This is an optimization exercise on Yosys and OpenROAD, whose aim is small area, a short achievable clock period and few clock cycles, not a production implementation.
At most, simulation tests tie the RTL to the original design; equivalence was not proved.
No activity file was given, so power comes from the tool's default toggle rates.

## pcwlc_core
module pcwlc_core (
    input  wire        clk,
    input  wire        rst,
    input  wire        host_we,
    input  wire [2:0]  host_addr,
    input  wire [63:0] host_wdata,
    output wire [31:0] status,
    output wire [63:0] res,
    output wire [63:0] res2,
    output wire [31:0] erraddr,
    output reg         port_req,
    output reg         port_we,
    output reg  [1:0]  port_size,     
    output reg  [16:0] port_addr,
    output wire [31:0] port_wdata,
    input  wire        port_ack,
    input  wire [1:0]  port_fail,     
    input  wire [31:0] port_rdata,
    input  wire [63:0] now
);
Size in the first run: about 3300 cells after synthesis, roughly 410 flip-flops, ~0.027 mm2 of cells after synthesis.
Settings: LEC_CHECK=0, CAP_MARGIN=20, CORE_MARGIN=2, CORE_UTILIZATION=40, CTS_BUF_LIST=sky130_fd_sc_hd__clkbuf_8, PLACE_DENSITY=0.75, SETUP_SLACK_MARGIN=4.25, SLEW_MARGIN=20; clock period 8.0 ns.
standard.sh (not shown) runs the stock make flow with config.mk's settings and CLKGATE_MAP_FILE= SYNTH_SCRIPT=/design/flow/synth_recipe.tcl, a recipe that flattens the netlist after the stock synthesis.
==> flow/flow/run.sh <==
#!/bin/bash
# Layout flow: the standard flow (standard.sh: the standard synthesis,
# then ORFS to the routed layout) with two layout settings changed:
#  - the port buffers are buf_1 cells instead of the delay buffers that
#    buffer_ports picks by default; timing repair upsizes the ones on
#    critical paths;
#  - the resizer may change a cell's footprint when it sizes cells
#    (MATCH_CELL_FOOTPRINT=0), so timing repair can upsize freely.
# The output of the whole run goes to standard.log in the work folder; ORFS
# keeps each step's log under orfs/logs/.
set -euo pipefail
bash standard.sh MATCH_CELL_FOOTPRINT=0 \
    "BUFFER_PORTS_ARGS=-buffer_cell sky130_fd_sc_hd__buf_1" \
    finish > standard.log 2>&1
Rerun with:
Settings changed: SETUP_SLACK_MARGIN 4.25 to 4.
Clock skew came out lower by 0.017 ns.
Via count went down by about 0.8%.
Sequential share of layout area rose by 0.69 points.
Worst setup slack got worse by 0.089 ns.
Core utilization goes down by 1.0 points.
Sequential power barely changes.
Maximum frequency shrinks by about 2.2%.
No run of this note included a check of the RTL's function; only the layout flow was run.

* * *

## run 3
pcwlc_core, a different RTL version from the one above (not shown whole).
For scale: roughly 3,300 cells after synthesis, about 400 flip-flops, about 410 I/O pins, about 26,000 um2 of cells after synthesis.
clock: 8.0 ns
lec_check: 0
cap_margin: 20
core_margin: 2
core_utilization: 40
cts_buf_list: sky130_fd_sc_hd__clkbuf_8
place_density: 0.75
setup_slack_margin: 4.5
slew_margin: 20
Scripts as last shown in full above: flow/flow/run.sh
[inputs] run 5 vs run 3
-- flow/config.mk --
<<< run 3, line 11
export CTS_BUF_LIST = sky130_fd_sc_hd__clkbuf_8
export PLACE_DENSITY = 0.75
export SETUP_SLACK_MARGIN = 4.5
export SLEW_MARGIN = 20
>>> run 5, line 11
export CTS_BUF_LIST = sky130_fd_sc_hd__clkbuf_8
export PLACE_DENSITY = 0.75
export SETUP_SLACK_MARGIN = 4
export SLEW_MARGIN = 20
==> comparison <==
Taking run 3 as the reference, in run 5 final area lower, power share of the combinational group -0.7 points, wire length of the first global-routing pass moved down, instance area after placement ~0 delta. Run 3 leaves more setup margin than run 5. Run 5 — post-route clock period utilization 0.54 points higher, run 3 as reference. Compared with run 3, run 5 shows sum of internal, switching and leakage power that has gone down by a few percent. Relative to run 3, the met2 wire length measured on run 5 has decreased by a few percent. Diff run 3 -> run 5 | global-route usage | decrease of 1.6 points.
Function was not checked in any run of this note: the RTL went through the layout flow alone.

* * *

== run A ==
Another version of the RTL of pcwlc_core (not shown whole).
Size in the first run: about 3,300 cells after synthesis, roughly 430 flip-flops, ~410 I/O pins.
Design pcwlc_core, start of the top module:
module pcwlc_core (
    input  wire        clk,
    input  wire        rst,
    input  wire        host_we,
    input  wire [2:0]  host_addr,
    input  wire [63:0] host_wdata,
    output wire [31:0] status,
    output wire [63:0] res,
    output wire [63:0] res2,
    output wire [31:0] erraddr,
    output reg         port_req,
    output reg         port_we,
    output reg  [1:0]  port_size,     
    output reg  [16:0] port_addr,
    output wire [31:0] port_wdata,
    input  wire        port_ack,
    input  wire [1:0]  port_fail,     
    input  wire [31:0] port_rdata,
    input  wire [63:0] now
);
    localparam [2:0] C_OK      = 3'd0;
    localparam [2:0] C_NOTFND  = 3'd1;
    localparam [2:0] C_ALIGN   = 3'd2;
    localparam [2:0] C_RANGE   = 3'd3;
    localparam [2:0] C_UNSUP   = 3'd4;
    localparam [2:0] C_IOFAIL  = 3'd5;
    localparam [2:0] C_ILLEGAL = 3'd6;
    localparam [4:0] OP_CFG_READ   = 5'h01;
    localparam [4:0] OP_CFG_WRITE  = 5'h02;
    localparam [4:0] OP_FIND_STD   = 5'h03;
    localparam [4:0] OP_FIND_EXT   = 5'h04;
    localparam [4:0] OP_ENABLE     = 5'h05;
    localparam [4:0] OP_DISABLE    = 5'h06;
    localparam [4:0] OP_RETRAIN    = 5'h07;
    localparam [4:0] OP_SET_SPEED  = 5'h08;
    localparam [4:0] OP_READ_STAT  = 5'h09;
    localparam [4:0] OP_WAIT_TRAIN = 5'h0A;
    localparam [4:0] OP_HOT_RESET  = 5'h0B;
    localparam [4:0] OP_SET_BITS   = 5'h0C;
    localparam [4:0] S_IDLE  = 5'd0;
    localparam [4:0] S_FIN   = 5'd1;    
    localparam [4:0] S_CFGR  = 5'd2;
    localparam [4:0] S_CFGW  = 5'd3;
    localparam [4:0] S_ST    = 5'd4;    
    localparam [4:0] S_HT    = 5'd5;    
    localparam [4:0] S_PTR   = 5'd6;    
    localparam [4:0] S_ENT   = 5'd7;    
    localparam [4:0] S_EXT   = 5'd8;    
    localparam [4:0] S_RMWR  = 5'd9;    
    localparam [4:0] S_RMWW  = 5'd10;   
    localparam [4:0] S_CAP   = 5'd11;
    localparam [4:0] S_LC2R  = 5'd12;
    localparam [4:0] S_LC2W  = 5'd13;
    localparam [4:0] S_LS    = 5'd14;
    localparam [4:0] S_HRHT  = 5'd15;   
    localparam [4:0] S_POLL  = 5'd16;   
    localparam [4:0] S_POLL2 = 5'd18;   
    localparam [4:0] S_SLP0  = 5'd19;   
    localparam [4:0] S_SLEEP = 5'd17;   
    localparam [7:0] PCIE_CAP_ID = 8'h10;
  ...
clock: 8.0 ns
lec_check: 0
cap_margin: 20
core_margin: 2
core_utilization: 40
place_density: 0.75
setup_slack_margin: 4.25
slew_margin: 20
Scripts as last shown in full above: flow/flow/run.sh
No stage failed in run A, and the final checks on the layout all came back clean.
Testbench counts of run A, summed over its fixed seeds: cycles 67,760.
Inputs modified between run A and run B:
Settings: setting GPL_ROUTABILITY_DRIVEN to 0 for the first time; changing SETUP_SLACK_MARGIN from 4.25 to 4.
Notes after the runs:
Run B ended up with a lower routed wire length than run A did. Relative to run A, final period demand of the worst path increased by 150 ps in run B. Compared with run A, run B shows a power that is 1.8% lower. In run B, the non-clock buffer instance count of the final layout came out 69 below the value in run A. Taking run A as the reference, in run B post-route fraction of the period consumed by the critical path saw an increase, final non-filler cell area saw a decrease.
What run C does differently from run B at the input level:
Settings: a deleted GPL_ROUTABILITY_DRIVEN that had been 0; an added CTS_BUF_LIST of sky130_fd_sc_hd__clkbuf_4 sky130_fd_sc_hd__clkbuf_8.
## What came out
Comparing run C with run B, the placed cell count came out essentially unchanged. Measured against run C, the detailed route wirelength on metal3 of run B comes out at 1.09 times the reference value. Sequential share of layout area was lower in the run labelled run B. Diff run B -> run C | total power of the final layout | down by a few percent. As far as total core area goes, run C and run B are indistinguishable; the numbers are identical. Measured against each other, run C and run B differ in utilization, the higher figure coming from run B.
Relative to run C, the following input files were edited for run D:
Settings: PLACE_DENSITY no longer set, was 0.75; CORE_UTILIZATION now 50, was 40; CTS_BUF_LIST no longer set, was sky130_fd_sc_hd__clkbuf_4 sky130_fd_sc_hd__clkbuf_8.
==> run summary <==
No stage failed in run D, and the final checks on the layout all came back clean.
Delta (run D minus run C): flip-flop and latch count has remained practically unchanged; number of antenna diodes moved down; worst hold slack shrank by 12 ps; total negative setup slack flat.
The summed area of non-filler cells in the final layout of run D was inferior to that of run C.
Run D against run C; routed wire length is up slightly.
Compared to run C, run D has multi-input gate area in the final layout 1.2% higher.
Run D ends up with lower number of buffers inserted during clock tree synthesis than run C does.
Relative to run D, the following input files were edited for run E:
Settings: SLEW_MARGIN changed from 20 to 10; PLACE_DENSITY newly set to 0.75; CORE_UTILIZATION changed from 50 to 40; CAP_MARGIN changed from 20 to 10.
- Between run E and run D, the overall via count from detail_route does not differ in any meaningful way.
- Cell with the largest stage delay on the worst path = a2111oi_0: run E; cell with the largest stage delay on the worst path = fa_2: run D
- Power on run E is down relative to run D.
- Run E reports a lower clock network fraction of total power than run D does.
- No stage failed in run E, and the final checks on the layout all came back clean.

==> static timing again, ports no longer ideal <==
In the flow no input, the clock included, has a driving cell. The finished layouts below were timed again as built, in two steps.
Step 1: set_driving_cell puts a clkbuf_16 on clk and a buf_2 on each other input, an assumption about the parent block.
Step 2, shift: input delay + t, output delay - t, t = (earliest + latest rising clock arrival at the registers) / 2. This alone moves slack from input paths to output paths.
Three values: ideal ports, drivers, drivers and shift; two values: the first two.
run	t (ns)	setup WS [ns]	clock arrival spread, ns
the first run of note 1	0.744	4.041 / 4.062 / 3.318	0.053 / 0.054
the second run of note 1	0.736	3.952 / 3.976 / 3.240	0.037 / 0.037
run 3	0.714	3.863 / 3.863 / 3.201	0.043 / 0.043
run 5	0.712	3.820 / 3.841 / 3.129	0.049 / 0.049
run A	0.669	4.150 / 4.170 / 3.504	0.028 / 0.028
run B	0.686	4.001 / 3.989 / 3.302	0.032 / 0.031
run C	0.733	4.026 / 4.009 / 3.276	0.050 / 0.050
run D	0.675	3.946 / 3.975 / 3.300	0.023 / 0.022
run E	0.666	3.886 / 3.924 / 3.258	0.032 / 0.032
After both steps every run listed still meets setup and hold. For run C, which loses most, drivers alone change the setup slack by -0.017 ns; drivers and shift together by -0.750 ns.
